Context: an optimization exercise on an open-source flow, tuned for small area, a short achievable clock period and few clock cycles. The choices shown serve that exercise and are no tape-out recipe.
Where RTL was checked, it was by simulation tests only, not by an equivalence proof against the original.
No functional check of the RTL was part of run 1.
Power figures rest on the tool's default switching activity, not on a simulated workload.

==> design.v <==
module idealvm_alu (
    input  wire        clk,
    input  wire        rst,         
    input  wire        start,
    input  wire [3:0]  op,          
    input  wire [63:0] a,           
    input  wire [63:0] b,           
    input  wire [15:0] imm,         
    input  wire [3:0]  flags_in,    
    output wire        ready,
    output wire        done,
    output reg  [63:0] result,      
    output reg  [63:0] rem,         
    output reg         rem_we,
    output reg  [3:0]  flags_out,
    output reg         fault
);
    localparam OP_AND  = 4'd0;
    localparam OP_OR   = 4'd1;
    localparam OP_XOR  = 4'd2;
    localparam OP_SHL  = 4'd3;
    localparam OP_SHR  = 4'd4;
    localparam OP_ADD  = 4'd5;
    localparam OP_SUB  = 4'd6;
    localparam OP_MUL  = 4'd7;
    localparam OP_SMUL = 4'd8;
    localparam OP_DIV  = 4'd9;
    localparam OP_SDIV = 4'd10;
    localparam OP_SSHR = 4'd11;
    reg  [63:0] a0;
    reg  [63:0] b0;
    reg  [15:0] i0;
    reg  [3:0]  op0;
    reg  [1:0]  cv0;
    reg         v0;
    reg         sEX;    
    reg         sMS;    
    reg         sMF;    
    reg         sAL;    
    reg         sDS;    
    reg         sFX;    
    reg         rdy;
    reg         dn;
    reg  [4:0]  cnt;
    reg         mneg;         
    reg         negq, negr;
    assign ready = rdy;
    assign done  = dn;
    wire accept = start && rdy;
    wire ex      = sEX && v0;
    wire o_mul   = (op0 == OP_MUL) || (op0 == OP_SMUL);
    wire o_div   = (op0 == OP_DIV) || (op0 == OP_SDIV);
    wire o_sdiv  = (op0 == OP_SDIV);
    wire o_add   = (op0 == OP_ADD);
    wire o_sub   = (op0 == OP_SUB);
    wire ex_mul  = ex && o_mul;
    wire ex_div  = ex && o_div;
    wire in_muldiv = (op == OP_MUL) || (op == OP_SMUL) || (op == OP_DIV) || (op == OP_SDIV);
    wire [63:0] i0s = {{48{i0[15]}}, i0};
    wire [64:0] o2f = {1'b0, b0} + {1'b0, i0s};
    wire [63:0] o2  = o2f[63:0];
    wire        ov  = o2f[64];
    wire gate_a  = sFX || (sEX && o_div);
    wire do_sub  = sFX || (sEX && (o_div || o_sub));
    wire [63:0] ax  = gate_a ? 64'd0 : a0;
    wire [63:0] bx  = b0  ^ {64{do_sub}};
    wire [63:0] ix  = i0s ^ {64{do_sub}};
    wire [63:0] cs_s = ax ^ bx ^ ix;
    wire [63:0] cs_c = (ax & bx) | (ax & ix) | (bx & ix);
    wire [64:0] cs_k = {cs_c, do_sub};
    wire [65:0] as_full = {2'b0, cs_s} + {1'b0, cs_k} + {65'd0, do_sub};
    wire [63:0] as  = as_full[63:0];
    wire [63:0] zh = cs_s ^ cs_k[63:0];
    wire [63:0] zk = {(cs_s[62:0] | cs_k[62:0]), do_sub};
    wire as_z = (zh == zk);
    wire add_c = ov ? as_full[65] : (as_full[65] | as_full[64]);
    wire sub_c = ov ? ~as_full[64] : ~as_full[65];
    wire        sh_l    = sAL || (op0 == OP_SHL);
    wire        sh_fill = (op0 == OP_SSHR) && a0[63] && !sAL;
    wire [5:0]  al_j;
    wire [5:0]  sh_amt  = sAL ? al_j : o2[5:0];
    function [63:0] rev64(input [63:0] x);
        integer k;
        begin
            for (k = 0; k < 64; k = k + 1) rev64[k] = x[63-k];
        end
    endfunction
    wire [63:0] sh_in = sh_l ? rev64(a0) : a0;
    wire [63:0] sh_s0 = sh_amt[0] ? {{ 1{sh_fill}}, sh_in[63: 1]} : sh_in;
    wire [63:0] sh_s1 = sh_amt[1] ? {{ 2{sh_fill}}, sh_s0[63: 2]} : sh_s0;
    wire [63:0] sh_s2 = sh_amt[2] ? {{ 4{sh_fill}}, sh_s1[63: 4]} : sh_s1;
    wire [63:0] sh_s3 = sh_amt[3] ? {{ 8{sh_fill}}, sh_s2[63: 8]} : sh_s2;
    wire [63:0] sh_s4 = sh_amt[4] ? {{16{sh_fill}}, sh_s3[63:16]} : sh_s3;
    wire [63:0] sh_s5 = sh_amt[5] ? {{32{sh_fill}}, sh_s4[63:32]} : sh_s4;
    wire [63:0] sh_out = sh_l ? rev64(sh_s5) : sh_s5;
    wire fa8  = (&a0[63:7])  | ~(|a0[63:7]);
    wire fa16 = (&a0[63:15]) | ~(|a0[63:15]);
    wire fa32 = (&a0[63:31]) | ~(|a0[63:31]);
    wire fb8  = (&b0[63:7])  | ~(|b0[63:7]);
    wire fb16 = (&b0[63:15]) | ~(|b0[63:15]);
    wire fb32 = (&b0[63:31]) | ~(|b0[63:31]);
    wire mswap = (fa8 & ~fb8) | (fa16 & ~fb16) | (fa32 & ~fb32);
    wire s1_as = sMF || sFX || (sEX && (o_add || o_sub || (o_sdiv && o2[63])));
    reg  [63:0] s1o;      
    always @(*) begin
        if (sAL)
            s1o = sh_out;
        else begin
            case (op0)
                OP_AND:  s1o = a0 & o2;
                OP_OR:   s1o = a0 | o2;
                OP_XOR:  s1o = a0 ^ o2;
                OP_SHL, OP_SHR, OP_SSHR: s1o = sh_out;
                OP_MUL, OP_SMUL: s1o = mswap ? a0 : o2;
                default: s1o = o2;
            endcase
        end
    end
    wire [63:0] s1   = s1_as ? as : s1o;
    wire        s1_z = s1_as ? as_z : (s1o == 64'd0);
    wire add_v = (a0[63] == o2[63]) && (as[63] != a0[63]);
    wire sub_v = (a0[63] != o2[63]) && (as[63] != a0[63]);
    wire new_c = cv0[0] | (o_add & add_c) | (o_sub & sub_c);
    wire new_v = cv0[1] | (o_add & add_v) | (o_sub & sub_v);
    function [127:0] csa(input [63:0] x, input [63:0] y, input [63:0] z);
        reg [63:0] s, c;
        begin
            s = x ^ y ^ z;
            c = (x & y) | (x & z) | (y & z);
            csa = {c[62:0], 1'b0, s};
        end
    endfunction
    wire [63:0] mA = rem;
    wire [63:0] r0 = mneg ? ~mA : (result[0] ? mA : 64'd0);
    wire [63:0] r1 = (!mneg && result[1]) ? {mA[62:0], 1'b0} : 64'd0;
    wire [63:0] r2 = (!mneg && result[2]) ? {mA[61:0], 2'b0} : 64'd0;
    wire [63:0] r3 = (!mneg && result[3]) ? {mA[60:0], 3'b0} : 64'd0;
    wire [127:0] c1 = csa(a0, b0, r0);
    wire [127:0] c2 = csa(r1, r2, r3);
    wire [127:0] c3 = csa(c1[63:0], c1[127:64], c2[63:0]);
    wire [127:0] c4 = csa(c3[63:0], c3[127:64], c2[127:64]);
    wire [63:0] m_s = c4[63:0];
    wire [63:0] m_c = {c4[127:65], mneg};
    wire [59:0] m_rest = result[63:4];
    wire m_rest0 = ~(|m_rest);
    wire m_rest1 = &m_rest;
    wire [63:0] dR = sEX ? 64'd0 : rem;
    wire [65:0] dX1 = {2'b0, a0};
    wire [65:0] dX2 = {1'b0, a0, 1'b0};
    wire [65:0] dT1 = {2'b0, dR} - dX1;
    wire [65:0] dT2 = {2'b0, dR} - dX2;
    wire [66:0] p3  = {3'b0, dR};
    wire [66:0] q3  = ~{3'b0, a0};
    wire [66:0] r3x = ~{2'b0, a0, 1'b0};
    wire [66:0] s3  = p3 ^ q3 ^ r3x;
    wire [66:0] k3  = {((p3[65:0] & q3[65:0]) | (p3[65:0] & r3x[65:0]) | (q3[65:0] & r3x[65:0])), 1'b1};
    wire [66:0] dT3 = s3 - ~k3;
    wire ge1 = ~dT1[65];
    wire ge2 = ~dT2[65];
    wire ge3 = ~dT3[66];
    wire [1:0] qd = ge3 ? 2'd3 : ge2 ? 2'd2 : ge1 ? 2'd1 : 2'd0;
    reg  [63:0] dRn;
    always @(*) begin
        case (qd)
            2'd3: dRn = dT3[63:0];
            2'd2: dRn = dT2[63:0];
            2'd1: dRn = dT1[63:0];
            default: dRn = rem;
        endcase
    end
    wire [63:0] dQn = {result[61:0], qd};
    wire dQn_z = ~(|dQn);
    wire [6:0] lz_x, lz_r;
    lzc64 u_lzx (.x(a0),  .n(lz_x));
    lzc64 u_lzr (.x(rem), .n(lz_r));
    wire [7:0] al_s = {1'b0, lz_x} - {1'b0, lz_r};
    wire al_early = al_s[7];
    assign al_j = {al_s[5:1], 1'b0};
    wire fault_now = ex_div && (o2 == 64'd0);
    wire fix_need  = negr || negq;
    wire ds_last   = (cnt == 5'd0);
    wire nEX = (sEX && !ex_mul && !(ex_div && !fault_now)) || sMF ||
               (sAL && al_early && !negr) || (sDS && ds_last && !fix_need) || sFX;
    wire nMS = ex_mul || (sMS && !mneg && !m_rest0);
    wire nMF = sMS && (mneg || m_rest0);
    wire nAL = ex_div && !fault_now;
    wire nDS = (sAL && !al_early) || (sDS && !ds_last);
    wire nFX = (sAL && al_early && negr) || (sDS && ds_last && fix_need);
    wire rdy_n = (nEX && !(accept && in_muldiv)) || nMF || nFX ||
                 (nDS && !fix_need && (sAL ? (al_s[5:1] == 5'd0) : (cnt == 5'd1)));
    wire dn_n = (ex && !o_mul && !(o_div && !fault_now)) || sMF ||
                (sAL && al_early && !negr) || (sDS && ds_last && !fix_need) || sFX;
    always @(posedge clk) begin
        if (rst) begin
            sEX <= 1'b1;
            sMS <= 1'b0;
            sMF <= 1'b0;
            sAL <= 1'b0;
            sDS <= 1'b0;
            sFX <= 1'b0;
            rdy <= 1'b1;
            dn  <= 1'b0;
            v0  <= 1'b0;
        end else begin
            sEX <= nEX;
            sMS <= nMS;
            sMF <= nMF;
            sAL <= nAL;
            sDS <= nDS;
            sFX <= nFX;
            rdy <= rdy_n;
            dn  <= dn_n;
            v0  <= accept;
        end
    end
    always @(posedge clk) begin
        if (rdy) begin
            a0  <= a;
            b0  <= b;
            i0  <= imm;
            op0 <= op;
            cv0 <= flags_in[1:0];
        end else begin
            if (ex_mul) begin
                a0 <= 64'd0;
                b0 <= 64'd0;
                i0 <= 16'd0;
            end else if (ex_div) begin
                a0 <= s1;               
                i0 <= 16'd0;
            end
            if (sMS) begin
                a0 <= m_s;
                b0 <= m_c;
            end
            if (sAL) a0 <= al_early ? 64'd1 : s1;
            if (sDS) begin
                a0 <= ds_last ? 64'd1 : {2'b0, a0[63:2]};
                b0 <= dQn;
            end
        end
    end
    always @(posedge clk) begin
        if (ex) begin
            result <= s1;
            if (o_mul) begin
                rem    <= mswap ? o2 : a0;
                mneg   <= 1'b0;
                fault  <= 1'b0;
                rem_we <= 1'b0;
            end else if (o_div) begin
                rem    <= (o_sdiv && a0[63]) ? dT1[63:0] : a0;
                negr   <= o_sdiv && a0[63];
                negq   <= o_sdiv && (a0[63] ^ o2[63]);
                fault  <= fault_now;
                rem_we <= !fault_now;
            end else begin
                flags_out <= {s1[63], s1_z, new_v, new_c};
                fault  <= 1'b0;
                rem_we <= 1'b0;
            end
        end
        if (sMS) begin
            result <= {{4{result[63]}}, result[63:4]};
            rem    <= {rem[59:0], 4'd0};
            mneg   <= !mneg && m_rest1;
        end
        if (sMF) begin
            result    <= s1;
            flags_out <= {s1[63], s1_z, cv0};
        end
        if (sAL) begin
            result <= 64'd0;
            cnt    <= al_s[5:1];
            if (al_early) begin
                negq      <= 1'b0;
                flags_out <= {1'b0, 1'b1, cv0};
            end
        end
        if (sDS) begin
            result <= dQn;
            rem    <= dRn;
            cnt    <= cnt - 5'd1;
            if (ds_last)
                flags_out <= {negq ? !dQn_z : dQn[63], dQn_z, cv0};
        end
        if (sFX) begin
            if (negq) result <= s1;
            if (negr) rem    <= ~dT1[63:0];
        end
    end
endmodule
module lzc64 (
    input  wire [63:0] x,
    output wire [6:0]  n
);
    wire [31:0] v1;
    wire [31:0] c1;
    genvar g;
    generate
        for (g = 0; g < 32; g = g + 1) begin : l1
            assign v1[g] = x[2*g+1] | x[2*g];
            assign c1[g] = ~x[2*g+1];
        end
    endgenerate
    wire [15:0] v2;
    wire [31:0] c2;
    generate
        for (g = 0; g < 16; g = g + 1) begin : l2
            assign v2[g] = v1[2*g+1] | v1[2*g];
            assign c2[2*g+1:2*g] = v1[2*g+1] ? {1'b0, c1[2*g+1]} : {1'b1, c1[2*g]};
        end
    endgenerate
    wire [7:0] v3;
    wire [23:0] c3;
    generate
        for (g = 0; g < 8; g = g + 1) begin : l3
            assign v3[g] = v2[2*g+1] | v2[2*g];
            assign c3[3*g+2:3*g] = v2[2*g+1] ? {1'b0, c2[4*g+3:4*g+2]} : {1'b1, c2[4*g+1:4*g]};
        end
    endgenerate
    wire [3:0] v4;
    wire [15:0] c4;
    generate
        for (g = 0; g < 4; g = g + 1) begin : l4
            assign v4[g] = v3[2*g+1] | v3[2*g];
            assign c4[4*g+3:4*g] = v3[2*g+1] ? {1'b0, c3[6*g+5:6*g+3]} : {1'b1, c3[6*g+2:6*g]};
        end
    endgenerate
    wire [1:0] v5;
    wire [9:0] c5;
    generate
        for (g = 0; g < 2; g = g + 1) begin : l5
            assign v5[g] = v4[2*g+1] | v4[2*g];
            assign c5[5*g+4:5*g] = v4[2*g+1] ? {1'b0, c4[8*g+7:8*g+4]} : {1'b1, c4[8*g+3:8*g]};
        end
    endgenerate
    wire v6 = v5[1] | v5[0];
    wire [5:0] c6 = v5[1] ? {1'b0, c5[9:5]} : {1'b1, c5[4:0]};
    assign n = v6 ? {1'b0, c6} : 7'd64;
endmodule
==> run.sh <==
#!/bin/bash
# synth_recipe.tcl (not shown) runs the flow's synth.tcl, then flattens the netlist and writes it again
# the make line also repeats each setting of config.mk as NAME=value (left out here)
make -C /OpenROAD-flow-scripts/flow DESIGN_CONFIG=/design/flow/config.mk WORK_HOME=/design/flow/orfs CLKGATE_MAP_FILE= SYNTH_SCRIPT=/design/flow/synth_recipe.tcl finish
==> config.mk <==
export PLATFORM = sky130hd
export DESIGN_NAME = idealvm_alu
export DESIGN_NICKNAME = idealvm_alu
export VERILOG_FILES = /design/flow/design.v
export SDC_FILE = /design/flow/constraint.sdc
export NUM_CORES = 4
export LEC_CHECK = 0
export CAP_MARGIN = 20
export CORE_MARGIN = 2
export CORE_UTILIZATION = 60
export PLACE_DENSITY = 0.72
export SETUP_SLACK_MARGIN = 5
export SLEW_MARGIN = 20
==> constraint.sdc <==
create_clock -name core_clock -period 10.5 [get_ports {clk}]
set_input_delay 2.1000 -clock core_clock [delete_from_list [all_inputs] [get_ports {clk}]]
set_output_delay 2.1000 -clock core_clock [all_outputs]
set_load 0.01 [all_outputs]
==> run notes, run 1 <==
* Outcome: aborted with a tool error
* Fail Step: global routing
* Run Error: [ERROR GRT-0232] Routing congestion too high. Check the congestion heatmap in the GUI.
* Synthesized area at 0.06319 mm²
* Die Height at 328.5 µm
* Gr ovfl total at 10
* CTS H-tree lvls at 2
* I/O pins at 291
* Syn Inst Count at 8012
* Initial antenna violation count at 65
* Netlist cell types at 96
* Pre-CTS WS at 1.853 ns
* Post-synth EDFFs at 159
* Root Buffer: clkbuf_16
* Cell taking the most area after synthesis: fa_1
* Overall Global Routing Usage at 78.31%
* Yosys reg bits at 301
* FP Rows at 119
* IO Port Bufs at 288
* Synth warn at 1
* Clock sinks at 301
* Synth area leaders: fa_1 (12%), ha_1 (10%), edfxtp_1 (7.6%)
* Max clock buf depth at 3
* Seq/Total Area, Yosys at 12.05%
* Mean Syn Cell Area at 7.887 µm²
* Initial Utilization at 60.29%
* Largest net degree at the start of global routing at 139
* Worst_ep grt: flags_out[2]$_DFF_P_/D
* Async S/R FF share, synth at 0%
* Most common flop cell mapped by yosys: edfxtp_1
* Syn nets at 9064
* Die extent in x at 328.5 µm
* Share of the synthesized area in the top cell type at 11.97%
* Placer Congestion at 1.167
* CTS Buf Count at 40
* Post-DP HPWL at 260700 µm
* Hold Buf Count CTS at 0
* Worst ep type: register input
==> stage by stage <==
step | area [µm²] | std cells | power, mW | hold slack, ns
2_1_floorplan | 63710 | 8012 | 12.59 | 0.4576
3_3_place_gp | 67970 | 9325 | 18.43 | 0.4978
3_5_place_dp | 68010 | 9328 | 18.79 | 0.5484
4_1_cts | 76950 | 9776 | 23.38 | 0.5576
==> worst min-delay path by stage <==
stage	from	endpoint	slack, ns	depth (start not counted)
after global placement	cv0[1]$_DFFE_PP_	flags_out[1]$_DFF_P_	0.50	2
after detailed placement	cv0[1]$_DFFE_PP_	flags_out[1]$_DFF_P_	0.55	2
after CTS	cv0[1]$_DFFE_PP_	flags_out[1]$_DFF_P_	0.56	2
after floorplan	cv0[1]$_DFFE_PP_	flags_out[1]$_DFF_P_	0.46	2
==> synth_stat cells (17+ instances only) <==
cell type / instances
o22ai_1: 57
a21boi_0: 52
a2111oi_0: 19
a21o_1: 229
and2_1: 250
nor3_1: 109
o21bai_1: 59
o21a_1: 55
o21ai_0: 560
nor2b_1: 126
o211ai_1: 100
and3_1: 56
clkbuf_1: 539
nand2_1: 522
fa_1: 378
a31oi_1: 103
edfxtp_1: 159
nand3_1: 125
or2_2: 20
a221o_1: 41
a221oi_1: 96
o31ai_1: 31
or4_1: 24
dfxtp_1: 142
mux4_2: 47
nand2b_1: 66
xor2_1: 186
mux2i_1: 328
buf_1: 51
a211oi_1: 65
or3_1: 33
o221ai_1: 79
o2111ai_1: 20
a211o_1: 18
nor2_1: 544
buf_2: 17
a21oi_1: 810
nor4_1: 98
xnor2_1: 244
a22oi_1: 128
nand4_1: 112
inv_1: 418
ha_1: 519
mux2_2: 123
==> layer usage <==
| metal | global-route usage, % | GRT overflow |
|---|---|---|
| met2 | 91.83 | 2 |
| met5 | 42.99 | 1 |
| met4 | 72.37 | 3 |
| met3 | 64.27 | 4 |
| met1 | 81.26 | 0 |
==> kinds of logic after synthesis <==
kind of cell | synth area share (%)
flops | 12.05
xor+xnor | 5.960
mux | 9.080
compound gates | 27.47
fa+ha+maj | 22.25
buf+inv | 6.389
simple gates | 16.79
==> power groups by stage <==
stage	Combinational [mW]	Sequential [mW]	Clock, mW
4_1_cts	19.2	2.68	1.45
3_5_place_dp	16.1	2.71	0
3_3_place_gp	15.7	2.69	0
2_1_floorplan	10.4	2.14	0
==> timing repair <==
item | 4_1_cts
gates resized for setup | 882
setup buffers | 349
cloned | 27
pin swaps | 174
setup endpoints to repair | 206
endpoints found under the hold margin | 0
==> run 2: changes to the inputs <==
--- a/design.v
+++ b/design.v
@@ -30,7 +30,6 @@
     reg  [63:0] a0;
     reg  [63:0] b0;
     reg  [15:0] i0;
-    reg  [3:0]  op0;
     reg  [1:0]  cv0;
     reg         v0;
     reg         sEX;    
@@ -44,15 +43,21 @@
     reg  [4:0]  cnt;
     reg         mneg;         
     reg         negq, negr;
+    reg         k_and, k_or, k_xor, k_shl, k_shr, k_sra, k_add, k_sub;
+    reg         k_mul, k_div, k_sdiv;
+    reg         r_sub, r_gate, r_shl;
+    reg  [6:0]  lz_r;         
+    reg  [6:0]  lz_d;         
+    reg         lz_dc;
     assign ready = rdy;
     assign done  = dn;
     wire accept = start && rdy;
     wire ex      = sEX && v0;
-    wire o_mul   = (op0 == OP_MUL) || (op0 == OP_SMUL);
-    wire o_div   = (op0 == OP_DIV) || (op0 == OP_SDIV);
-    wire o_sdiv  = (op0 == OP_SDIV);
-    wire o_add   = (op0 == OP_ADD);
-    wire o_sub   = (op0 == OP_SUB);
+    wire o_mul   = k_mul;
+    wire o_div   = k_div;
+    wire o_sdiv  = k_sdiv;
+    wire o_add   = k_add;
+    wire o_sub   = k_sub;
     wire ex_mul  = ex && o_mul;
     wire ex_div  = ex && o_div;
     wire in_muldiv = (op == OP_MUL) || (op == OP_SMUL) || (op == OP_DIV) || (op == OP_SDIV);
@@ -60,8 +65,8 @@
     wire [64:0] o2f = {1'b0, b0} + {1'b0, i0s};
     wire [63:0] o2  = o2f[63:0];
     wire        ov  = o2f[64];
-    wire gate_a  = sFX || (sEX && o_div);
-    wire do_sub  = sFX || (sEX && (o_div || o_sub));
+    wire gate_a  = r_gate;
+    wire do_sub  = r_sub;
     wire [63:0] ax  = gate_a ? 64'd0 : a0;
     wire [63:0] bx  = b0  ^ {64{do_sub}};
     wire [63:0] ix  = i0s ^ {64{do_sub}};
@@ -75,8 +80,8 @@
     wire as_z = (zh == zk);
     wire add_c = ov ? as_full[65] : (as_full[65] | as_full[64]);
     wire sub_c = ov ? ~as_full[64] : ~as_full[65];
-    wire        sh_l    = sAL || (op0 == OP_SHL);
-    wire        sh_fill = (op0 == OP_SSHR) && a0[63] && !sAL;
+    wire        sh_l    = r_shl;
+    wire        sh_fill = k_sra && a0[63] && !sAL;
     wire [5:0]  al_j;
     wire [5:0]  sh_amt  = sAL ? al_j : o2[5:0];
     function [63:0] rev64(input [63:0] x);
@@ -101,21 +106,13 @@
     wire fb32 = (&b0[63:31]) | ~(|b0[63:31]);
     wire mswap = (fa8 & ~fb8) | (fa16 & ~fb16) | (fa32 & ~fb32);
     wire s1_as = sMF || sFX || (sEX && (o_add || o_sub || (o_sdiv && o2[63])));
-    reg  [63:0] s1o;      
-    always @(*) begin
-        if (sAL)
-            s1o = sh_out;
-        else begin
-            case (op0)
-                OP_AND:  s1o = a0 & o2;
-                OP_OR:   s1o = a0 | o2;
-                OP_XOR:  s1o = a0 ^ o2;
-                OP_SHL, OP_SHR, OP_SSHR: s1o = sh_out;
-                OP_MUL, OP_SMUL: s1o = mswap ? a0 : o2;
-                default: s1o = o2;
-            endcase
-        end
-    end
+    wire k_shift = k_shl | k_shr | k_sra | sAL;
+    wire [63:0] s1o = ({64{k_and}} & (a0 & o2)) |
+                      ({64{k_or}}  & (a0 | o2)) |
+                      ({64{k_xor}} & (a0 ^ o2)) |
+                      ({64{k_shift}} & sh_out) |
+                      ({64{k_mul && mswap}} & a0) |
+                      ({64{(k_mul && !mswap) || (k_div && !sAL)}} & o2);
     wire [63:0] s1   = s1_as ? as : s1o;
     wire        s1_z = s1_as ? as_z : (s1o == 64'd0);
     wire add_v = (a0[63] == o2[63]) && (as[63] != a0[63]);
@@ -170,10 +167,16 @@
     end
     wire [63:0] dQn = {result[61:0], qd};
     wire dQn_z = ~(|dQn);
-    wire [6:0] lz_x, lz_r;
-    lzc64 u_lzx (.x(a0),  .n(lz_x));
-    lzc64 u_lzr (.x(rem), .n(lz_r));
-    wire [7:0] al_s = {1'b0, lz_x} - {1'b0, lz_r};
+    wire [6:0] lz_a, lz_b;
+    wire        n_neg = k_sdiv && a0[63];
+    wire        d_neg = k_sdiv && o2[63];
+    wire [63:0] xa = a0 ^ {64{n_neg}};
+    wire [63:0] xd = o2 ^ {64{d_neg}};
+    lzc64 u_lza (.x(xa), .n(lz_a));
+    lzc64 u_lzb (.x(xd), .n(lz_b));
+    wire mask_a = &(~xa[63:1] | xa[62:0]);
+    wire mask_d = &(~xd[63:1] | xd[62:0]);
+    wire [7:0] al_s = {1'b0, lz_d} - {7'd0, lz_dc} - {1'b0, lz_r};
     wire al_early = al_s[7];
     assign al_j = {al_s[5:1], 1'b0};
     wire fault_now = ex_div && (o2 == 64'd0);
@@ -213,12 +216,39 @@
             v0  <= accept;
         end
     end
+    wire in_div = (op == OP_DIV) || (op == OP_SDIV);
+    always @(posedge clk) begin
+        if (rdy) begin
+            k_and  <= (op == OP_AND);
+            k_or   <= (op == OP_OR);
+            k_xor  <= (op == OP_XOR);
+            k_shl  <= (op == OP_SHL);
+            k_shr  <= (op == OP_SHR);
+            k_sra  <= (op == OP_SSHR);
+            k_add  <= (op == OP_ADD);
+            k_sub  <= (op == OP_SUB);
+            k_mul  <= (op == OP_MUL) || (op == OP_SMUL);
+            k_div  <= in_div;
+            k_sdiv <= (op == OP_SDIV);
+            r_sub  <= (op == OP_SUB) || in_div;
+            r_gate <= in_div;
+            r_shl  <= (op == OP_SHL);
+        end else begin
+            r_sub  <= nFX;
+            r_gate <= nFX;
+            r_shl  <= nAL;
+        end
+        if (ex_div) begin
+            lz_r  <= lz_a - {6'd0, n_neg && mask_a};
+            lz_d  <= lz_b;
+            lz_dc <= d_neg && mask_d;
+        end
+    end
     always @(posedge clk) begin
         if (rdy) begin
             a0  <= a;
             b0  <= b;
             i0  <= imm;
-            op0 <= op;
             cv0 <= flags_in[1:0];
         end else begin
             if (ex_mul) begin
==> run 2 against run 1 <==
  * The run again fails in global routing
  * Area after synthesis is 3.8% higher
  * Synthesized cell count is 7.5% higher
==> run notes, run 2 <==
* Share of the synthesized area in the top cell type at 11.56%
* Yosys reg bits at 326
* Max clock buf depth at 3
* Post-DP HPWL at 292100 µm
* Seq/Total Area, Yosys at 12.71%
* Netlist cell types at 108
* Post-synth EDFFs at 181
* Syn nets at 9639
* Async S/R FF share, synth at 0%
* Outcome: aborted with a tool error
* Most common flop cell mapped by yosys: edfxtp_1
* Initial Utilization at 60.37%
* Clock sinks at 326
* IO Port Bufs at 288
* Hold Buf Count CTS at 0
* I/O pins at 291
* Synthesized area at 0.06562 mm²
* Overall Global Routing Usage at 72.00%
* FP Rows at 121
* Root Buffer: clkbuf_16
* Mean Syn Cell Area at 7.621 µm²
* Largest net degree at the start of global routing at 216
* Synth area leaders: fa_1 (12%), ha_1 (9.4%), edfxtp_1 (8.3%)
* Synth warn at 1
* Placer Congestion at 1.250
* Most instantiated cells after synthesis: nand2_1 (815), a21oi_1 (789), o21ai_0 (715), nor2_1 (614), ha_1 (495)
* Most common cell in the synthesized netlist: nand2_1
* Run Error: [ERROR GRT-0232] Routing congestion too high. Check the congestion heatmap in the GUI.
* CTS Buf Count at 42
* Die Height at 334.7 µm
* Cell taking the most area after synthesis: fa_1
* CTS H-tree lvls at 2
* Gr ovfl total at 1
* Die extent in x at 334.7 µm
* Syn Inst Count at 8610
* Fail Step: global routing
-- run 2: cell types whose count changed after synthesis, moves of 32 or more --
cell      change
mux4_2       -37
o22ai_1      +70
nand2_1     +293
inv_1        -38
mux2i_1      -34
nor2_1       +70
clkbuf_1     -52
mux2_2       -80
o21ai_0     +155
a222oi_1     +32
nand3_1      +50
-- run 2: repair_timing --
action,CTS
setup buffers,223
setup endpoints to repair,219
cloned,15
pin swaps,111
resized for setup,512
-- run 2: worst max-delay path by stage --
| stage | cells past startpoint | end | slack (ns) |
|---|---|---|---|
| after floorplan | 20 | flags_out[3]$_DFF_P_ | 4.01 |
| after global placement | 18 | flags_out[2]$_DFF_P_ | 2.61 |
| after detailed placement | 19 | b0[1]$_DFFE_PP_ | 2.61 |
| after CTS | 18 | flags_out[2]$_DFF_P_ | 4.83 |
-- run 2: per-stage QoR --
step / util, % / total power, mW / area [µm²] / instances / setup WS [ns]
detailed placement: 64.81 / 21.95 / 70450 / 9969 / 2.609
global placement: 64.80 / 21.59 / 70430 / 9968 / 2.610
CTS: 70.14 / 25.21 / 76250 / 10284 / 4.831
floorplan: - / 14.09 / 65950 / 8610 / 4.010
-- run 2: cell families after synthesis --
family | synth area share, %
flip-flops | 12.71
buffers and inverters | 6.109
XOR/XNOR | 5.814
AND/OR/NAND/NOR | 18.62
adder cells (fa/ha/maj) | 21.00
multiplexers | 5.566
AO/OA/AOI/OAI | 30.18
-- run 2: power by group through the flow --
| stage | logic (mW) | registers [mW] | clock network (mW) |
|---|---|---|---|
| after CTS | 20.7 | 2.92 | 1.56 |
| after global placement | 18.6 | 2.96 | 0 |
| after floorplan | 11.7 | 2.37 | 0 |
| after detailed placement | 19.0 | 2.96 | 0 |
-- run 2: layer usage --
metal | overflow | GRT usage (%)
met1 | 1 | 77.25
met2 | 0 | 86.21
met3 | 0 | 56.44
met4 | 0 | 62.25
met5 | 0 | 31.48
Testbench counts of run 2, summed over its fixed seeds: cycles 37,396.
==> run 3: changes to the inputs <==
--- a/design.v
+++ b/design.v
@@ -29,7 +29,6 @@
     localparam OP_SSHR = 4'd11;
     reg  [63:0] a0;
     reg  [63:0] b0;
-    reg  [15:0] i0;
     reg  [1:0]  cv0;
     reg         v0;
     reg         sEX;    
@@ -61,25 +60,17 @@
     wire ex_mul  = ex && o_mul;
     wire ex_div  = ex && o_div;
     wire in_muldiv = (op == OP_MUL) || (op == OP_SMUL) || (op == OP_DIV) || (op == OP_SDIV);
-    wire [63:0] i0s = {{48{i0[15]}}, i0};
-    wire [64:0] o2f = {1'b0, b0} + {1'b0, i0s};
-    wire [63:0] o2  = o2f[63:0];
-    wire        ov  = o2f[64];
+    wire [63:0] o2  = b0;
     wire gate_a  = r_gate;
     wire do_sub  = r_sub;
     wire [63:0] ax  = gate_a ? 64'd0 : a0;
-    wire [63:0] bx  = b0  ^ {64{do_sub}};
-    wire [63:0] ix  = i0s ^ {64{do_sub}};
-    wire [63:0] cs_s = ax ^ bx ^ ix;
-    wire [63:0] cs_c = (ax & bx) | (ax & ix) | (bx & ix);
-    wire [64:0] cs_k = {cs_c, do_sub};
-    wire [65:0] as_full = {2'b0, cs_s} + {1'b0, cs_k} + {65'd0, do_sub};
-    wire [63:0] as  = as_full[63:0];
-    wire [63:0] zh = cs_s ^ cs_k[63:0];
-    wire [63:0] zk = {(cs_s[62:0] | cs_k[62:0]), do_sub};
-    wire as_z = (zh == zk);
-    wire add_c = ov ? as_full[65] : (as_full[65] | as_full[64]);
-    wire sub_c = ov ? ~as_full[64] : ~as_full[65];
+    wire [63:0] bx  = b0 ^ {64{do_sub}};
+    wire [65:0] as_w = {1'b0, ax, 1'b1} + {1'b0, bx, do_sub};
+    wire [63:0] as  = as_w[64:1];
+    wire        as_co = as_w[65];
+    wire as_z = ((ax ^ bx) == {(ax[62:0] | bx[62:0]), do_sub});
+    wire add_c = as_co;
+    wire sub_c = ~as_co;
     wire        sh_l    = r_shl;
     wire        sh_fill = k_sra && a0[63] && !sAL;
     wire [5:0]  al_j;
@@ -179,7 +170,7 @@
     wire [7:0] al_s = {1'b0, lz_d} - {7'd0, lz_dc} - {1'b0, lz_r};
     wire al_early = al_s[7];
     assign al_j = {al_s[5:1], 1'b0};
-    wire fault_now = ex_div && (o2 == 64'd0);
+    wire fault_now = ex_div && (b0 == 64'd0);
     wire fix_need  = negr || negq;
     wire ds_last   = (cnt == 5'd0);
     wire nEX = (sEX && !ex_mul && !(ex_div && !fault_now)) || sMF ||
@@ -189,7 +180,9 @@
     wire nAL = ex_div && !fault_now;
     wire nDS = (sAL && !al_early) || (sDS && !ds_last);
     wire nFX = (sAL && al_early && negr) || (sDS && ds_last && fix_need);
-    wire rdy_n = (nEX && !(accept && in_muldiv)) || nMF || nFX ||
+    wire [6:0] lz_n = lz_a - {6'd0, n_neg && mask_a};
+    wire fast_early = (lz_n > lz_b) && !n_neg;
+    wire rdy_n = (nEX && !(accept && in_muldiv)) || nMF || nFX || (nAL && fast_early) ||
                  (nDS && !fix_need && (sAL ? (al_s[5:1] == 5'd0) : (cnt == 5'd1)));
     wire dn_n = (ex && !o_mul && !(o_div && !fault_now)) || sMF ||
                 (sAL && al_early && !negr) || (sDS && ds_last && !fix_need) || sFX;
@@ -239,7 +232,7 @@
             r_shl  <= nAL;
         end
         if (ex_div) begin
-            lz_r  <= lz_a - {6'd0, n_neg && mask_a};
+            lz_r  <= lz_n;
             lz_d  <= lz_b;
             lz_dc <= d_neg && mask_d;
         end
@@ -247,17 +240,14 @@
     always @(posedge clk) begin
         if (rdy) begin
             a0  <= a;
-            b0  <= b;
-            i0  <= imm;
+            b0  <= b + {{48{imm[15]}}, imm};
             cv0 <= flags_in[1:0];
         end else begin
             if (ex_mul) begin
                 a0 <= 64'd0;
                 b0 <= 64'd0;
-                i0 <= 16'd0;
             end else if (ex_div) begin
                 a0 <= s1;               
-                i0 <= 16'd0;
             end
             if (sMS) begin
                 a0 <= m_s;
--- a/config.mk
+++ b/config.mk
@@ -7,7 +7,7 @@
 export LEC_CHECK = 0
 export CAP_MARGIN = 20
 export CORE_MARGIN = 2
-export CORE_UTILIZATION = 60
-export PLACE_DENSITY = 0.72
+export CORE_UTILIZATION = 40
+export PLACE_DENSITY = 0.6
 export SETUP_SLACK_MARGIN = 5
 export SLEW_MARGIN = 20
==> run 3 against run 2 <==
  * Now clean on timing, DRC and antenna
  * Area after synthesis decreased by 3.4%
  * Synthesized cell count shrank 2.5%
==> run notes, run 3 <==
* Global-route wire length before repair at 599800 µm
* Final WL at 449900 µm
* Critical Path Fanout Max at 12
* Placed Area at 0.06924 mm²
* Peak Freq at 0.1733 GHz
* CP startpoint: b0[26]$_DFFE_PP_
* Path depth of the worst reg2reg path at 14
* Worst-Skew Late Latency at 0.70 ns
* Share of the synthesized area in the top cell type at 10.50%
* Final clock skew at 0.05184 ns
* Hold Buf Count CTS at 0
* Crit-path leading delay family: simple AND/OR/NAND/NOR gates
* Via/cell ratio at 7.321
* Combinational share of power at 80.5%
* Most frequent cells in the layout: a21oi_1 (861), nand2_1 (688), o21ai_0 (626), ha_1 (502), nor2_1 (491)
* Synthesized area at 0.06338 mm²
* Syn Inst Count at 8398
* # DRC at 0
* Mean Syn Cell Area at 7.547 µm²
* Synth area leaders: ha_1 (11%), fa_1 (9.9%), edfxtp_1 (7.8%)
* Most common flop cell mapped by yosys: edfxtp_1
* Die extent in x at 402.1 µm
* Worst R2R Start: b0[26]$_DFFE_PP_
* CP Class: flip-flop to flip-flop
* Via count at 79180
* Netlist cell types at 95
* Most instantiated cells after synthesis: a21oi_1 (901), nand2_1 (704), o21ai_0 (672), clkbuf_1 (565), ha_1 (532)
* Post-synth EDFFs at 165
* P&R area growth vs syn at 20.02%
* Clock sinks at 310
* Cell-internal power at 9.298 mW
* Post-DP HPWL at 336100 µm
* CP max stage delay at 0.86 ns
* Design area at 0.07607 mm²
* Cell at the slowest stage of the critical path: or4_4
* Maximum vdd drop at 0.1647 mV
* CP Cell Sequence: buf_6 > nor4_4 > nand4_1 > or4_4 > o22a_1 > o21a_4 > o211ai_4 > buf_12 > o211ai_1 > a21oi_4 > o221ai_4 > mux2i_1 > o221ai_1 > mux2_2
* Synth warn at 1
* Max Cap Violations at 0
* Placer Congestion at 1.115
* Most common cell in the synthesized netlist: a21oi_1
* Vias in the first global route at 70948
* Levels on crit path at 14
* CTS H-tree lvls at 2
* Initial Utilization at 40.16%
* I/O pins at 291
* Worst slew pin tran at 1.303 ns
* Sw Ratio at 60.96%
* Post-DR wirelength/cell at 41.60 µm
* Largest net degree at the start of global routing at 110
* Final WS setup at 4.728 ns
* ANT nets after route at 0
* Rel. slew slack at 12.31%
* Endpoint of the lowest-slack register-to-register path: a0[39]$_DFFE_PP_
* Pre-CTS WS at 2.998 ns
* Core ar. at 0.1578 mm²
* Yosys reg bits at 310
* Tot Pwr at 23.82 mW
* Iteration-0 DRC Markers at 13848
* Setup crit start kind: flip-flop
* CTS tree: yes
* Endpoints failing setup at 0
* Max clock buf depth at 3
* Commonest non-fill, non-tap cell in the layout: a21oi_1
* Seq/Total Area, Yosys at 12.40%
* Final period util at 54.97%
* Final Max Tran Viols at 0
* Syn nets at 9399
* Hold Path Class: flip-flop to flip-flop
* Overall Global Routing Usage at 52.88%
* IO Port Bufs at 288
* CTS Buf Count at 45
* R2R Setup Slk at 4.73 ns
* DRT Pass-1 Iters at 12
* Static leakage at 31.74 nW
* Minimum clock period at 5.772 ns
* Flop pwr share at 12.3%
* Outcome: finished clean
* Die ar. at 0.1617 mm²
* Initial antenna violation count at 34
* Async S/R FF share, synth at 0%
* FP Rows at 146
* CP Buf/Inv Count at 2
* Die Height at 402.1 µm
* Gr ovfl total at 0
* Cell taking the most area after synthesis: ha_1
* Placed Cells at 10453
* Power Dens Cells at 313.1 mW/mm²
* Clock power frac at 7.2%
* Critical path arrival at 6.19 ns
* Root Buffer: clkbuf_16
* Layout Nets at 9668
* Total Neg Setup Slack at 0 ns
* RSZ-0062 raised after global routing: yes
* Worst Setup EP: a0[39]$_DFFE_PP_
* Critical Path End Type: flip-flop
* Layout cells sized above 1 at 14.26%
* Non-filler cells, final at 10815
* Switching power at 14.52 mW
* Fin. Hold Viols at 0
* Clk slew on worst S/H paths at 0.06 ns
* Worst Path Required at 10.92 ns
-- run 3: changes by cell type after synthesis, sizes merged, moves of 36 or more --
cell / delta
a21oi: +111
buf: -53
nand2: -112
nand2b: +58
ha: +37
o21a: -40
nor2: -101
o21ai: -53
a21boi: -45
mux2: +36
mux2i: -74
clkbuf: +78
fa: -65
a221oi: +58
-- run 3: layout make-up --
type,count,area (µm²)
diodes,39,97.59
clock buffers,60,1265
clock inverters,24,286.5
fillers,15624,81760
inverters,427,1707
multi-input cells,7020,53930
flip-flops and latches,310,7940
well taps,2072,2592
repair buffers,863,8250
-- run 3: per-layer routing --
| metal | global-route usage, % | share of wire (%) | vias to the layer above |
|---|---|---|---|
| li1 | - | - | 31613 |
| met1 | 67.48 | 37 | 38356 |
| met2 | 68.29 | 37 | 7410 |
| met3 | 24.85 | 16 | 1759 |
| met4 | 38.62 | 9.6 | 42 |
| met5 | 0.3866 | 0.14 | - |
-- run 3: worst min path at each step --
stage                                 from                    to  slack [ns]  depth (start not counted)
final                     cv0[0]$_DFFE_PP_  flags_out[0]$_DFF_P_        0.48                          2
after global routing      cv0[0]$_DFFE_PP_  flags_out[0]$_DFF_P_        0.51                          2
after CTS                 cv0[0]$_DFFE_PP_  flags_out[0]$_DFF_P_        0.49                          2
after detailed placement  cv0[0]$_DFFE_PP_  flags_out[0]$_DFF_P_        0.48                          2
after global placement    cv0[0]$_DFFE_PP_  flags_out[0]$_DFF_P_        0.48                          2
after floorplan           cv0[0]$_DFFE_PP_  flags_out[0]$_DFF_P_        0.46                          2
-- run 3: kinds of logic after synthesis --
| family | after synthesis | share of synthesized area [%] |
|---|---|---|
| muxes | 320 | 5.624 |
| DFF | 310 | 12.40 |
| xor gates and xnor gates | 433 | 5.983 |
| buffers and inverters | 1069 | 6.392 |
| AOI/OAI and AO/OA | 3037 | 30.82 |
| and+or+nand+nor | 2383 | 18.36 |
| adders and majority gates | 846 | 20.42 |
-- run 3: worst register-to-register path, cell delays in order, from the launching register on --
cell and delay, ns:
edfxtp_1 0.40, buf_6 0.21, nor4_4 0.37, nand4_1 0.67, or4_4 0.87, o22a_1 0.30, o21a_4 0.20, o211ai_4 0.21
buf_12 0.17, o211ai_1 0.33, a21oi_4 0.39, o221ai_4 0.20, mux2i_1 0.61, o221ai_1 0.24, mux2_2 0.32
-- run 3: what timing repair did --
action,4_1_cts,5_1_grt
pin swaps,51,94
gates cloned,4,5
gates resized for setup,367,337
setup buffers,111,119
setup endpoints to repair,210,153
-- run 3: power by group through the flow --
| stage | sequential, mW | clock (mW) | combinational [mW] |
|---|---|---|---|
| global route | 2.85 | 1.73 | 19.6 |
| finish | 2.92 | 1.73 | 19.2 |
| CTS | 2.83 | 1.69 | 17.4 |
| floorplan | 2.40 | 0 | 9.34 |
| detailed placement | 2.88 | 0 | 16.6 |
| global placement | 2.87 | 0 | 16.6 |
-- run 3: per-stage QoR --
stage	utilization (%)	hold slack, ns
after floorplan	-	0.4576
after CTS	46.54	0.4891
after global placement	43.86	0.4751
after detailed placement	43.87	0.4764
final	48.19	0.4828
after global routing	48.14	0.5116
Testbench counts of run 3, summed over its fixed seeds: cycles 36,668.
==> run 4: changes to the inputs <==
--- a/design.v
+++ b/design.v
@@ -45,9 +45,7 @@
     reg         k_and, k_or, k_xor, k_shl, k_shr, k_sra, k_add, k_sub;
     reg         k_mul, k_div, k_sdiv;
     reg         r_sub, r_gate, r_shl;
-    reg  [6:0]  lz_r;         
-    reg  [6:0]  lz_d;         
-    reg         lz_dc;
+    reg  [7:0]  al_sr;        
     assign ready = rdy;
     assign done  = dn;
     wire accept = start && rdy;
@@ -157,6 +155,7 @@
         endcase
     end
     wire [63:0] dQn = {result[61:0], qd};
+    wire [63:0] d_n = (o_sdiv && a0[63]) ? dT1[63:0] : a0;    
     wire dQn_z = ~(|dQn);
     wire [6:0] lz_a, lz_b;
     wire        n_neg = k_sdiv && a0[63];
@@ -167,7 +166,7 @@
     lzc64 u_lzb (.x(xd), .n(lz_b));
     wire mask_a = &(~xa[63:1] | xa[62:0]);
     wire mask_d = &(~xd[63:1] | xd[62:0]);
-    wire [7:0] al_s = {1'b0, lz_d} - {7'd0, lz_dc} - {1'b0, lz_r};
+    wire [7:0] al_s = al_sr;
     wire al_early = al_s[7];
     assign al_j = {al_s[5:1], 1'b0};
     wire fault_now = ex_div && (b0 == 64'd0);
@@ -181,7 +180,8 @@
     wire nDS = (sAL && !al_early) || (sDS && !ds_last);
     wire nFX = (sAL && al_early && negr) || (sDS && ds_last && fix_need);
     wire [6:0] lz_n = lz_a - {6'd0, n_neg && mask_a};
-    wire fast_early = (lz_n > lz_b) && !n_neg;
+    wire [7:0] al_n = {1'b0, lz_b} - {7'd0, d_neg && mask_d} - {1'b0, lz_n};
+    wire fast_early = al_n[7] && !n_neg;
     wire rdy_n = (nEX && !(accept && in_muldiv)) || nMF || nFX || (nAL && fast_early) ||
                  (nDS && !fix_need && (sAL ? (al_s[5:1] == 5'd0) : (cnt == 5'd1)));
     wire dn_n = (ex && !o_mul && !(o_div && !fault_now)) || sMF ||
@@ -227,49 +227,57 @@
             r_gate <= in_div;
             r_shl  <= (op == OP_SHL);
         end else begin
-            r_sub  <= nFX;
+            r_sub  <= nFX && negq && !sAL;
             r_gate <= nFX;
             r_shl  <= nAL;
         end
         if (ex_div) begin
-            lz_r  <= lz_n;
-            lz_d  <= lz_b;
-            lz_dc <= d_neg && mask_d;
+            al_sr <= al_n;
         end
     end
     always @(posedge clk) begin
         if (rdy) begin
             a0  <= a;
             b0  <= b + {{48{imm[15]}}, imm};
-            cv0 <= flags_in[1:0];
+        end else if (sMS) begin
+            a0  <= m_s;
+            b0  <= m_c;
+        end else if (sDS) begin
+            a0  <= ds_last ? {63'd0, negr} : {2'b0, a0[63:2]};
+            b0  <= dQn;
+        end else if (sAL) begin
+            a0  <= al_early ? {63'd0, negr} : s1;
+            b0  <= 64'd0;
         end else begin
-            if (ex_mul) begin
-                a0 <= 64'd0;
-                b0 <= 64'd0;
-            end else if (ex_div) begin
-                a0 <= s1;               
-            end
-            if (sMS) begin
-                a0 <= m_s;
-                b0 <= m_c;
-            end
-            if (sAL) a0 <= al_early ? 64'd1 : s1;
-            if (sDS) begin
-                a0 <= ds_last ? 64'd1 : {2'b0, a0[63:2]};
-                b0 <= dQn;
-            end
+            a0  <= s1 & {64{!k_mul}};        
+            b0  <= k_div ? d_n : 64'd0;      
         end
+        if (rdy)
+            cv0 <= flags_in[1:0];
     end
     always @(posedge clk) begin
-        if (ex) begin
+        if (sMS) begin
+            result <= {{4{result[63]}}, result[63:4]};
+            rem    <= {rem[59:0], 4'd0};
+        end else if (sDS) begin
+            result <= dQn;
+            rem    <= dRn;
+        end else if (sAL) begin
+            result <= 64'd0;
+            rem    <= b0;                    
+        end else if (sFX) begin
+            result <= s1;                    
+            rem    <= dT1[63:0] ^ {64{negr}};   
+        end else begin
             result <= s1;
+            rem    <= mswap ? o2 : a0;       
+        end
+        if (ex) begin
             if (o_mul) begin
-                rem    <= mswap ? o2 : a0;
                 mneg   <= 1'b0;
                 fault  <= 1'b0;
                 rem_we <= 1'b0;
             end else if (o_div) begin
-                rem    <= (o_sdiv && a0[63]) ? dT1[63:0] : a0;
                 negr   <= o_sdiv && a0[63];
                 negq   <= o_sdiv && (a0[63] ^ o2[63]);
                 fault  <= fault_now;
@@ -280,17 +288,11 @@
                 rem_we <= 1'b0;
             end
         end
-        if (sMS) begin
-            result <= {{4{result[63]}}, result[63:4]};
-            rem    <= {rem[59:0], 4'd0};
+        if (sMS)
             mneg   <= !mneg && m_rest1;
-        end
-        if (sMF) begin
-            result    <= s1;
+        if (sMF)
             flags_out <= {s1[63], s1_z, cv0};
-        end
         if (sAL) begin
-            result <= 64'd0;
             cnt    <= al_s[5:1];
             if (al_early) begin
                 negq      <= 1'b0;
@@ -298,16 +300,10 @@
             end
         end
         if (sDS) begin
-            result <= dQn;
-            rem    <= dRn;
             cnt    <= cnt - 5'd1;
             if (ds_last)
                 flags_out <= {negq ? !dQn_z : dQn[63], dQn_z, cv0};
         end
-        if (sFX) begin
-            if (negq) result <= s1;
-            if (negr) rem    <= ~dT1[63:0];
-        end
     end
 endmodule
 module lzc64 (
==> run 4 against run 3 <==
  * Final cell count rose by 0.12%
  * Routed wire length fell by 1.6%
  * Core utilization fell by 1.2 points
  * Clock power fell by 6%
  * First-iteration DRC count fell by 3.6%
  * Combinational power fell by 23%
  * Die area fell by 0.50%
  * Still clean on timing, DRC and antenna
  * Sequential share of layout area fell by 0.95 points
  * Largest power group unchanged
  * Design area fell by 3.3%
  * Register-to-register slack improved by 0.09 ns
==> run notes, run 4 <==
* Outcome: finished clean
* Final WL at 442600 µm
* Die Height at 401.0 µm
* Placed Area at 0.06883 mm²
* Most common cell in the synthesized netlist: nand2_1
* Hold Buf Count CTS at 0
* Initial Utilization at 40.32%
* Min-delay src: cv0[0]$_DFFE_PP_
* Synth warn at 1
* Die ar. at 0.1608 mm²
* Largest net degree at the start of global routing at 119
* Netlist cell types at 108
* Worst R2R Start: sEX$_SDFF_PP1_
* Max Cap Violations at 0
* Final period util at 54.09%
* Placed Cells at 10570
* Die extent in x at 401.0 µm
* Final hold slack at 0.5179 ns
* Via/cell ratio at 7.173
* Syn Inst Count at 8502
* Critical Path End Type: flip-flop
* Seq/Total Area, Yosys at 10.97%
* Final Max Tran Viols at 0
* Static leakage at 31.62 nW
* Non-filler cells, final at 10828
* Fin. Hold Viols at 0
* Design area at 0.07353 mm²
* Max clock buf depth at 3
* # DRC at 0
* Mean Syn Cell Area at 7.417 µm²
* Maximum vdd drop at 0.1883 mV
* Synthesized area at 0.06306 mm²
* Root Buffer: clkbuf_16
* Endpoint of the lowest-slack register-to-register path: rem[42]$_DFFE_PP_
* Path depth of the worst reg2reg path at 19
* Final clock skew at 0.05318 ns
* I/O pins at 291
* Hold Path Sink: flags_out[0]$_DFF_P_
* CP startpoint: sEX$_SDFF_PP1_
* Worst slew pin tran at 1.334 ns
* FP Rows at 145
* Critical Path Fanout Max at 17
* Hold Path Class: flip-flop to flip-flop
* ANT nets after route at 0
* Minimum clock period at 5.679 ns
* Critical path arrival at 6.06 ns
* Placer Congestion at 1.164
* Filler cells at 15780
* Yosys reg bits at 301
* IO Port Bufs at 288
* Core ar. at 0.1564 mm²
* Post-DP HPWL at 337300 µm
* Iteration-0 DRC Markers at 13352
* Overall Global Routing Usage at 52.08%
* CTS H-tree lvls at 2
* Global-route wire length before repair at 585800 µm
* Most instantiated cells after synthesis: nand2_1 (787), inv_1 (736), a21oi_1 (703), o21ai_0 (691)
* Commonest non-fill, non-tap cell in the layout: nand2_1
* RSZ-0062 raised after global routing: yes
* Total Neg Setup Slack at 0 ns
* Power Dens Cells at 256.0 mW/mm²
* Endpoints failing setup at 0
* Setup crit start kind: flip-flop
* Worst-Skew Late Latency at 0.67 ns
* Clk slew on worst S/H paths at 0.07 ns
* Vias in the first global route at 70348
* Initial antenna violation count at 56
* CP Class: flip-flop to flip-flop
* Layout cells sized above 1 at 11.39%
* P&R area growth vs syn at 16.61%
* Share of the synthesized area in the top cell type at 10.42%
* Cell taking the most area after synthesis: ha_1
* Rel. slew slack at 10.13%
* Worst Path Required at 10.88 ns
* Via count at 77674
* DRT Pass-1 Iters at 13
* Gr ovfl total at 0
* Syn nets at 9496
* Most common flop cell mapped by yosys: dfxtp_1
* Post-DR wirelength/cell at 40.88 µm
* CTS Buf Count at 41
* Layout Nets at 9684
* R2R Setup Slk at 4.82 ns
* CTS tree: yes
* Clock sinks at 301
* Peak Freq at 0.1761 GHz
* Async S/R FF share, synth at 0%
* Post-synth EDFFs at 89
* Most frequent cells in the layout: nand2_1 (780), inv_1 (715), a21oi_1 (682), o21ai_0 (652), ha_1 (511)
* Synth area leaders: ha_1 (10%), fa_1 (10%), dfxtp_1 (6.7%)
* Min-Delay Path Depth at 2
[run 4: per-stage QoR]
step	setup slack (ns)	util [%]	power, mW
4_1_cts	4.998	45.96	17.50
6_report	4.821	47.02	18.83
2_1_floorplan	5.050	-	9.480
3_3_place_gp	2.753	43.96	15.54
5_1_grt	4.803	46.95	19.16
3_5_place_dp	2.646	44.01	15.60
[run 4: critical path, stage by stage (launching register included)]
cell and delay, ns:
dfxtp_4 0.64, buf_12 0.25, nand2b_4 0.16, fa_1 0.42, inv_1 0.09, ha_2 0.31, a211oi_1 0.28, o21ai_1 0.15
a21oi_2 0.33, a31oi_4 0.15, o211a_4 0.29, o211a_4 0.31, nor3_4 0.32, o31a_1 0.38, nor2_4 0.17, nor2_4 0.28
buf_6 0.30, nor3_1 0.10, a221oi_1 0.30, a211oi_1 0.13
[run 4: logic make-up (layout without fill, tap and decap cells)]
| family | Yosys count | count (layout) | synth area share, % |
|---|---|---|---|
| buffers and inverters | 1352 | 1564 | 8.403 |
| XOR/XNOR | 482 | 482 | 6.717 |
| multiplexers | 283 | 284 | 5.802 |
| flip-flops | 301 | 301 | 10.97 |
| adder cells (fa/ha/maj) | 839 | 839 | 20.39 |
| other | 0 | 48 | 0 |
| AO/OA/AOI/OAI | 2798 | 2800 | 29.02 |
| AND/OR/NAND/NOR | 2447 | 2452 | 18.71 |
[run 4: layer usage]
layer / vias to the layer above / global-route usage (%) / share of wire [%]
li1: 31099 / - / -
met1: 37637 / 61.92 / 35
met2: 6961 / 72.30 / 39
met3: 1943 / 22.17 / 15
met4: 34 / 42.87 / 11
met5: - / 0.7136 / 0.13
[run 4: final cells by class]
type | count | area [µm²] | area share, %
timing repair inverter | 2 | 22.52 | 0.03063
clock inverter | 17 | 175.2 | 0.2382
tap | 2058 | 2575 | 3.502
inverter | 747 | 2897 | 3.939
timing repair buffer | 740 | 6865 | 9.336
multi-input combinational | 6857 | 52630 | 71.57
antenna | 48 | 120.1 | 0.1633
clock buffer | 58 | 1276 | 1.736
sequential | 301 | 6977 | 9.488
[run 4: how the worst max path moves through the flow]
stage	end	slack [ns]
2_1_floorplan	al_sr[7]$_DFFE_PP_	5.05
3_3_place_gp	rem[54]$_DFFE_PP_	2.75
3_5_place_dp	rem[54]$_DFFE_PP_	2.65
4_1_cts	rem[54]$_DFFE_PP_	5.00
5_1_grt	al_sr[7]$_DFFE_PP_	4.80
6_report	rem[42]$_DFFE_PP_	4.82
[run 4: repair_timing]
action	CTS	global route
pin swaps	26	43
hold endpoints to repair	0	0
setup buffers	64	54
gates resized for setup	203	209
setup endpoints to repair	228	168
cloned	5	9
[run 4: where the power goes]
part           switching, mW  total [mW]  leakage (nW)  internal [mW]
Sequential             0.876        2.42          2.72           1.54
Combinational           9.94        14.8          28.2           4.84
Clock                  0.703        1.62         0.718          0.922
Total                   11.5        18.8          31.6           7.30
Testbench counts of run 4, summed over its fixed seeds: cycles 36,668.
==> run 5: changes to the inputs <==
--- a/design.v
+++ b/design.v
@@ -66,7 +66,7 @@
     wire [65:0] as_w = {1'b0, ax, 1'b1} + {1'b0, bx, do_sub};
     wire [63:0] as  = as_w[64:1];
     wire        as_co = as_w[65];
-    wire as_z = ((ax ^ bx) == {(ax[62:0] | bx[62:0]), do_sub});
+    wire as_z = (as == 64'd0);
     wire add_c = as_co;
     wire sub_c = ~as_co;
     wire        sh_l    = r_shl;
@@ -121,13 +121,15 @@
     wire [63:0] r1 = (!mneg && result[1]) ? {mA[62:0], 1'b0} : 64'd0;
     wire [63:0] r2 = (!mneg && result[2]) ? {mA[61:0], 2'b0} : 64'd0;
     wire [63:0] r3 = (!mneg && result[3]) ? {mA[60:0], 3'b0} : 64'd0;
+    wire [63:0] r4 = (!mneg && result[4]) ? {mA[59:0], 4'b0} : 64'd0;
     wire [127:0] c1 = csa(a0, b0, r0);
     wire [127:0] c2 = csa(r1, r2, r3);
     wire [127:0] c3 = csa(c1[63:0], c1[127:64], c2[63:0]);
     wire [127:0] c4 = csa(c3[63:0], c3[127:64], c2[127:64]);
-    wire [63:0] m_s = c4[63:0];
-    wire [63:0] m_c = {c4[127:65], mneg};
-    wire [59:0] m_rest = result[63:4];
+    wire [127:0] c5 = csa(c4[63:0], c4[127:64], r4);
+    wire [63:0] m_s = c5[63:0];
+    wire [63:0] m_c = {c5[127:65], mneg};
+    wire [58:0] m_rest = result[63:5];
     wire m_rest0 = ~(|m_rest);
     wire m_rest1 = &m_rest;
     wire [63:0] dR = sEX ? 64'd0 : rem;
@@ -257,8 +259,8 @@
     end
     always @(posedge clk) begin
         if (sMS) begin
-            result <= {{4{result[63]}}, result[63:4]};
-            rem    <= {rem[59:0], 4'd0};
+            result <= {{5{result[63]}}, result[63:5]};
+            rem    <= {rem[58:0], 5'd0};
         end else if (sDS) begin
             result <= dQn;
             rem    <= dRn;
==> run 5 against run 4 <==
  * Still clean
  * Worst hold slack better by 0.026 ns
  * Non-clock buffer count is 87 higher
  * Synthesized cell count is 1.8% higher
  * Die area is 1.1% higher
  * Sequential power hardly changed
  * Clock power hardly changed
  * Critical path depth is 4 lower
  * Combinational power is 3% higher
  * Final cell count is 1.9% higher
  * Power is 2.8% higher
  * Global-route usage is 0.87 points lower
  * Critical path type unchanged
  * Critical endpoint is now flags_out[2]$_DFF_P_
  * Largest cell class unchanged
==> run notes, run 5 <==
* Outcome: finished clean
* Peak Freq at 0.1717 GHz
* Placer Congestion at 1.123
* Minimum clock period at 5.823 ns
* I/O pins at 291
* Met3 GRT Util at 19.34%
* Largest net degree at the start of global routing at 115
* Final Max Tran Viols at 0
* Worst-Skew Late Latency at 0.68 ns
* Die extent in x at 403.3 µm
* Placed Area at 0.06960 mm²
* RSZ-0062 raised after global routing: yes
* Overall Global Routing Usage at 51.21%
* # DRC at 0
* Most frequent cells in the layout: nand2_1 (834), a21oi_1 (717), o21ai_0 (647), inv_1 (579), nor2_1 (565)
* Worst Path Required at 11.05 ns
* CTS tree: yes
* CP Class: flip-flop to flip-flop
* Worst R2R Start: b0[51]$_DFF_P_
* Vias in the first global route at 72616
* Mean Syn Cell Area at 7.369 µm²
* Hold Path Sink: flags_out[1]$_DFF_P_
* CP max stage delay at 0.62 ns
* IO Port Bufs at 288
* Pre-CTS WS at 2.612 ns
* Via count at 78587
* CTS H-tree lvls at 2
* Share of the synthesized area in the top cell type at 11.71%
* Met1 Use GR at 63.28%
* Commonest non-fill, non-tap cell in the layout: nand2_1
* Cell at the slowest stage of the critical path: a221oi_1
* Clock sinks at 301
* Filler cells at 15893
* Final WL at 436600 µm
* Post-synth EDFFs at 88
* Switching power at 11.56 mW
* Static leakage at 32.20 nW
* Critical Path Fanout Max at 45
* Worst slew pin tran at 1.424 ns
* Hold Buf Count CTS at 0
* Clock power frac at 8.4%
* Clk slew on worst S/H paths at 0.07 ns
* Grt peak-use layer: met2
* Synth area leaders: fa_1 (12%), ha_1 (9.1%), dfxtp_1 (6.7%)
* Most frequent cell on the critical path: nand4_1
* Layout Nets at 9903
* Maximum vdd drop at 0.2139 mV
* Post-DP HPWL at 332900 µm
* Most common flop cell mapped by yosys: dfxtp_1
* FP Rows at 146
* Most common cell in the synthesized netlist: nand2_1
* Synthesized area at 0.06378 mm²
* ANT nets after route at 0
* Initial Utilization at 40.27%
* Root Buffer: clkbuf_16
* Syn Inst Count at 8655
* Final clock skew at 0.07500 ns
* Final WS setup at 4.677 ns
* Critical Path End Type: flip-flop
* Max clock buf depth at 3
* Min-delay src: cv0[1]$_DFFE_PP_
* Setup crit start kind: flip-flop
* Syn nets at 9646
* Gr ovfl total at 0
* Complex-gate fraction of the synthesized area at 29.91%
* Met2 Usage GRT at 71.53%
* Cell taking the most area after synthesis: fa_1
* Netlist cell types at 102
* Endpoint of the lowest-slack register-to-register path: flags_out[2]$_DFF_P_
* Endpoints failing setup at 0
* P&R area growth vs syn at 19.05%
* XOR/XNOR Fraction of Synth Area at 5.816%
* Iteration-0 DRC Markers at 13043
* Async S/R FF share, synth at 0%
* DRT Pass-1 Iters at 9
* Cell-internal power at 7.792 mW
* Final period util at 55.46%
* Sw Ratio at 59.73%
* Post-DR wirelength/cell at 39.55 µm
* Die Height at 403.3 µm
* Fin. Hold Viols at 0
* Power Dens Cells at 254.9 mW/mm²
* R2R Setup Slk at 4.68 ns
* Total Neg Setup Slack at 0 ns
* Seq/Total Area, Yosys at 10.83%
* Max Cap Violations at 0
* Largest family of logic cells by synthesized area: compound AO/OA/AOI/OAI gates
* Hold Path Class: flip-flop to flip-flop
* Most instantiated cells after synthesis: nand2_1 (846), a21oi_1 (759), o21ai_0 (694), inv_1 (612), nor2_1 (583)
* CP Cell Sequence: buf_4 > nand4_1 > nor4_1 > nand4_1 > o21ai_1 > nor2_1 > nor3_4 > buf_8 > o21ai_0 > a221oi_1 > nand4_1 > or3_1 > nor4_1 > a211oi_1 > a21oi_1
* Die ar. at 0.1627 mm²
* Simple-Gate Fraction of Synth Area at 19.33%
* Initial antenna violation count at 30
* Layout cells sized above 1 at 13.84%
* Core ar. at 0.1584 mm²
* Mux cell area share after synthesis at 5.809%
* Min-Delay Path Depth at 2
* Yosys reg bits at 301
* Global-route wire length before repair at 588500 µm
* Design area at 0.07593 mm²
* Critical path arrival at 6.37 ns
* Post-synthesis adder-cell area fraction at 20.79%
* Synth warn at 1
* CTS Buf Count at 43
* Combinational share of power at 79.1%
* Path depth of the worst reg2reg path at 15
* Flop pwr share at 12.4%
* Rel. slew slack at 5.078%
* Via/cell ratio at 7.119
==> run 5: changes by cell type after synthesis, moves of 35 or more <==
cell and delta:
a22oi_1 +56, mux4_2 -40, mux2_2 +59, and2_1 +62, a221oi_1 -58, a21oi_1 +56, ha_1 -62, inv_1 -124
a2bb2oi_1 -35, o22ai_1 +48, xnor2_1 -50, nand2_1 +59, fa_1 +59, nor2_1 +58
==> run 5: metal layers <==
layer / up-vias / wire length (µm)
li1: 31860 / -
met1: 38124 / 158100
met2: 6794 / 171300
met3: 1785 / 63910
met4: 24 / 42620
met5: - / 701
==> run 5: cell families (layout without fill, tap and decap cells) <==
logic type / Yosys count / count (layout)
simple gates: 2574 / 2574
fa+ha+maj: 836 / 836
other cells: 0 / 21
flops: 301 / 301
xor+xnor: 422 / 422
compound gates: 2945 / 2946
buf+inv: 1245 / 1535
mux: 332 / 332
==> run 5: final cells by class <==
cell class | instances | area (µm²) | share of cell area [%]
well taps | 2072 | 2592 | 3.414
diodes | 21 | 52.55 | 0.06921
clock buffers | 59 | 1279 | 1.684
clock inverters | 20 | 205.2 | 0.2702
inverters | 628 | 2531 | 3.333
flip-flops and latches | 301 | 6990 | 9.206
repair inverters | 1 | 8.758 | 0.01153
multi-input cells | 7110 | 54410 | 71.66
repair buffers | 827 | 7861 | 10.35
==> run 5: metrics by stage <==
step | std cells | total power, mW | utilization (%) | hold WS [ns]
detailed placement | 10718 | 15.97 | 43.94 | 0.5327
finish | 11039 | 19.35 | 47.94 | 0.5438
global route | 11024 | 19.94 | 47.92 | 0.5774
CTS | 10920 | 18.13 | 46.69 | 0.5469
global placement | 10715 | 15.86 | 43.92 | 0.5047
floorplan | 8655 | 9.920 | - | 0.4852
==> run 5: power groups by stage <==
stage,Sequential [mW],Combinational (mW),Clock [mW]
2_1_floorplan,2.01,7.91,0
3_3_place_gp,2.39,13.5,0
3_5_place_dp,2.38,13.6,0
4_1_cts,2.33,14.2,1.62
5_1_grt,2.36,15.9,1.65
6_report,2.41,15.3,1.63
==> run 5: worst max-delay path, delay by kind of cell, from the launching register on <==
| kind | cells | cell delay, ns |
|---|---|---|
| flops | 1 | 0.31 |
| buf+inv | 2 | 0.70 |
| compound gates | 5 | 1.35 |
| simple gates | 8 | 3.24 |
==> run 5: timing repair <==
| item | 4_1_cts | 5_1_grt |
|---|---|---|
| gates resized for setup | 375 | 264 |
| cloned | 3 | 6 |
| buffers inserted | 120 | 91 |
| setup endpoints to repair | 251 | 120 |
| pin swaps | 45 | 58 |
==> run 5: worst max-delay path by stage <==
stage / endpoint / start / slack [ns] / cells after the start
final: flags_out[2]$_DFF_P_ / b0[51]$_DFF_P_ / 4.68 / 15
after global routing: flags_out[2]$_DFF_P_ / a0[7]$_DFF_P_ / 4.83 / 21
after CTS: b0[59]$_DFF_P_ / b[14] / 4.98 / 17
after detailed placement: rem[2]$_SDFFE_PP0P_ / a0[5]$_DFF_P_ / 2.61 / 19
after global placement: rem[2]$_SDFFE_PP0P_ / a0[5]$_DFF_P_ / 2.71 / 19
after floorplan: b0[60]$_DFF_P_ / b[31] / 5.10 / 15
Testbench counts of run 5, summed over its fixed seeds: cycles 35,223.

[separate check: timing with driven ports]
No port has a modelled driver above. Below, the same layouts with a new extraction and two added sets of constraints. Step 1 assumes that a clkbuf_16 drives the clock port and a buf_2 every other input. Step 2 adds t to the input delays and takes it off the output delays; t is the mean of the earliest and latest rising clock arrival at the registers after step 1. Input paths then give back, and output paths get back, about the clock's delay inside the block. a / b / c = ideal ports / drivers / drivers and shift; a / b = the first two.
run	t, ns	slack for setup (ns)	worst setup path at the end	pins driven straight from the clock port
run 3	0.757	4.728 / 4.728 / 4.366	input to register	1
run 4	0.720	4.821 / 4.821 / 4.322	input to register	1
run 5	0.722	4.677 / 4.677 / 4.407	input to register	1
After both steps every run listed still meets setup and hold. The setup slack of run 4, which loses most, moves by 0.000 ns with the drivers and by -0.499 ns with both steps.
